Background: an optimization exercise with open tools, aiming at small area, a short achievable clock period and few clock cycles. Do not read the settings as production practice. Only simulation tests tie the RTL to the original design; equivalence was not proved.

==> run a: inputs <==
Design fcodec, start of the top module:
module fcodec (
    input  wire        clk,
    input  wire        rst,
    input  wire        bus_req,
    input  wire        bus_we,
    input  wire [1:0]  bus_size,    
    input  wire [11:0] bus_addr,
    input  wire [31:0] bus_wdata,
    output wire        bus_ready,
    output reg  [31:0] bus_rdata,
    output wire        bus_err
);
clock: 12.0 ns
lec_check: 0
cap_margin: 20
core_margin: 2
core_utilization: 40
cts_cluster_diameter: 100
cts_cluster_size: 20
place_density: 0.5
setup_slack_margin: 5
slew_margin: 20
run.sh (not shown) runs the stock make flow with config.mk's settings and CLKGATE_MAP_FILE= SYNTH_SCRIPT=/design/flow/synth_recipe.tcl, a recipe that flattens the netlist after the stock synthesis.
==> run b: changes against run a <==
--- a/flow/design.v
+++ b/flow/design.v
@@ -193,16 +193,16 @@
     wire [2:0]  w_op     = bus_wdata[2:0];
     wire [1:0]  w_sel    = bus_wdata[5:4];
     wire        w_enc    = (w_op == OP_ENCODE);
     wire        w_chk    = (w_op == OP_VERIFY) || (w_op == OP_DECODE && w_sel != 2'd3);
     wire        w_dec    = (w_op == OP_DECODE && w_sel != 2'd3);
     reg         tx_at, rx_at;       
     wire        rx_need  = chk_present || (w_op == OP_DECODE && str_ok);
-    wire        enc_go   = !fb_busy && !tk_tx && tx_base_ok && tx_at;
-    wire        chk_go   = !fb_busy && !cp_busy && (!rx_need || (!tk_rx && rx_base_ok && rx_at));
+    reg         enc_go, chk_base, chk_data;
+    wire        chk_go   = chk_base && (!rx_need || chk_data);
     wire        cmd_go   = w_enc ? enc_go : w_chk ? chk_go : 1'b1;
     wire        fb_tx_start = !fb_busy && !fb_done && w_enc && !tk_tx && !tx_base_ok;
     wire        fb_rx_start = !fb_busy && !fb_done && w_chk && !cp_busy && !tk_rx && rx_need && !rx_base_ok;
     wire dp_avail = !cp_busy || lt7({1'b0, qa_dp}, cp_dw);
     wire r_tx    = bus_addr[11:10] == 2'b01;
     wire r_rx    = bus_addr[11:10] == 2'b10;
     wire r_dp    = bus_addr[11:10] == 2'b11;
@@ -332,27 +332,47 @@
                         if (tk_mok) begin rq_n = tk_w; rqm1_n = rq; rqp1_n = tk_w + 7'd1; end
                     end else if (tk_w < rq)
                         rvalid_n = 1'b0;
                 end
             end
         end
     end
+    wire fb_end    = fb_busy && (fb_rx ? (qa_rx == rx_tw - 7'd1) : (qa_tx == tx_tw - 7'd1));
+    wire fb_go     = !fb_busy && bus_req && is_ctrl && (fb_tx_start || fb_rx_start);
+    wire fb_busy_n = !rst && (fb_busy ? !fb_end : fb_go);
+    wire fb_done_n = !rst && (fb_end || (fb_done && !cmd));
+    wire fb_rx_n   = !rst && (fb_go ? fb_rx_start : fb_rx);
+    wire cp_busy_n = !rst && (cp_busy ? !(!cp_load && (cp_flush || (qa_rx == cp_last && cp_tot[1:0] == 2'd0)))
+                                      : cp_start);
+    wire tk_tx_n   = !rst && tx_hw && w7 != 7'd0;
+    wire tk_rx_n   = !rst && rx_hw && w7 != 7'd0;
+    wire txr_one_n = n_tx_tw == 7'd1;
+    wire txr_n     = tvalid_n && (n_tx_tw == tqm1_n || n_tx_tw == tq_n || n_tx_tw == tqp1_n);
+    wire rxr_one_n = n_rx_tw == 7'd1;
+    wire rxr_n     = rvalid_n && (n_rx_tw == rqm1_n || n_rx_tw == rq_n || n_rx_tw == rqp1_n);
+    wire tx_at_n   = !rst && !enc_cmp && !enc_pend && na_tx == n_tx_tw;
+    wire rx_at_n   = !rst && na_rx == n_rx_tw;
     always @(posedge clk) begin
+        enc_go   <= !fb_busy_n && !tk_tx_n && tx_at_n &&
+                    (txr_one_n || (fb_done_n && !fb_rx_n) || txr_n);
+        chk_base <= !fb_busy_n && !cp_busy_n;
+        chk_data <= !tk_rx_n && rx_at_n &&
+                    (rxr_one_n || (fb_done_n && fb_rx_n) || rxr_n);
         tq <= tq_n; tqm1 <= tqm1_n; tqp1 <= tqp1_n; tvalid <= tvalid_n;
         rq <= rq_n; rqm1 <= rqm1_n; rqp1 <= rqp1_n; rvalid <= rvalid_n;
         txr_one <= n_tx_tw == 7'd1;
         txr_m1  <= tvalid_n && n_tx_tw == tqm1_n;
         txr_0   <= tvalid_n && n_tx_tw == tq_n;
         txr_p1  <= tvalid_n && n_tx_tw == tqp1_n;
         rxr_one <= n_rx_tw == 7'd1;
         rxr_m1  <= rvalid_n && n_rx_tw == rqm1_n;
         rxr_0   <= rvalid_n && n_rx_tw == rq_n;
         rxr_p1  <= rvalid_n && n_rx_tw == rqp1_n;
-        tx_at <= !rst && !enc_cmp && !enc_pend && na_tx == n_tx_tw;
-        rx_at <= !rst && na_rx == n_rx_tw;
+        tx_at <= tx_at_n;
+        rx_at <= rx_at_n;
         tx_tw <= n_tx_tw;
         tx_tb <= n_enc_n[1:0];
         rx_tw <= n_rx_tw;
         rx_tb <= n_rx3[1:0];
         chk_present <= (n_rxlen >= 9'd4) && (n_rxlen >= 9'd5 + {1'b0, n_rx3});
         str_ok      <= (n_rxlen > 9'd6) && (n_rx0 == 8'hF0) && (n_rx1 == 8'hA1) &&
                        ((n_rx2 == 8'hDE) || (n_rx2 == 8'hDF) || (n_rx2 == 8'hE0)) &&
CAP_MARGIN = 30   (was 20)
GPL_ROUTABILITY_DRIVEN = 0   (was not set)
SLEW_MARGIN = 30   (was 20)
==> out/metrics.csv <==
stage,metric,value,unit
power_and_ir_drop,powerSeq,0.0253,W
placed_design,place_inst,26100,
worst_setup_path,worst_path_largest_cell_delay,0.92,ns
cells_and_area,fillers,56100,
worst_setup_path,crit_top_cell,buf_12,
global_routing,use_met2,58.1,%
cells_and_area,num_antenna_cells,112,
status,status,"complete, no violations",
logic_synthesis,syn_avg_cell_area,14.9,sq um
The numbers above come from run b.

==> out/metrics.csv <==
stage,metric,value,unit
status,status,"complete, no violations",
logic_synthesis,syn_avg_cell_area,14.7,sq um
worst_setup_path,worst_path_largest_cell_delay,0.89,ns
global_routing,grtUsageTotal,43.6,%
worst_setup_path,crit_top_cell,buf_6,
power_and_ir_drop,powerSeq,0.0254,W
placed_design,place_inst,26600,
global_routing,use_met2,61.3,%
cells_and_area,fillers,57100,
The numbers above come from run a.

Testbench counts of run a, summed over its fixed seeds: cycles 138,024.
Testbench counts of run b, summed over its fixed seeds: cycles 138,024.

-- port drivers added, routing unchanged --
Ports are ideal in the flow. The routed layouts listed here were re-timed in OpenROAD. Step 1, drivers: a clkbuf_16 drives clk and a buf_2 each remaining input, both assumed. Step 2 times the ports against the registers' clock, not the clock port: input delays grow and output delays shrink by t, the midpoint of the rising clock arrivals with the driver on. a / b / c = ideal ports / drivers / drivers and shift; a / b = the first two.
run | t (ns) | setup WS [ns] | hold slack, ns | worst setup path after step 2 | slew at the worst register clock pin (ns)
run a | 1.253 | 4.369 / 4.137 / 3.405 | 0.475 / 0.475 / 0.475 | input to register | 0.11 / 0.11
run b | 1.240 | 4.450 / 4.186 / 3.473 | 0.442 / 0.442 / 0.442 | input to register | 0.11 / 0.11
After both steps setup and hold are still met in every run listed. The setup slack of run b, which loses most, moves by -0.264 ns with the drivers and by -0.977 ns with both steps.
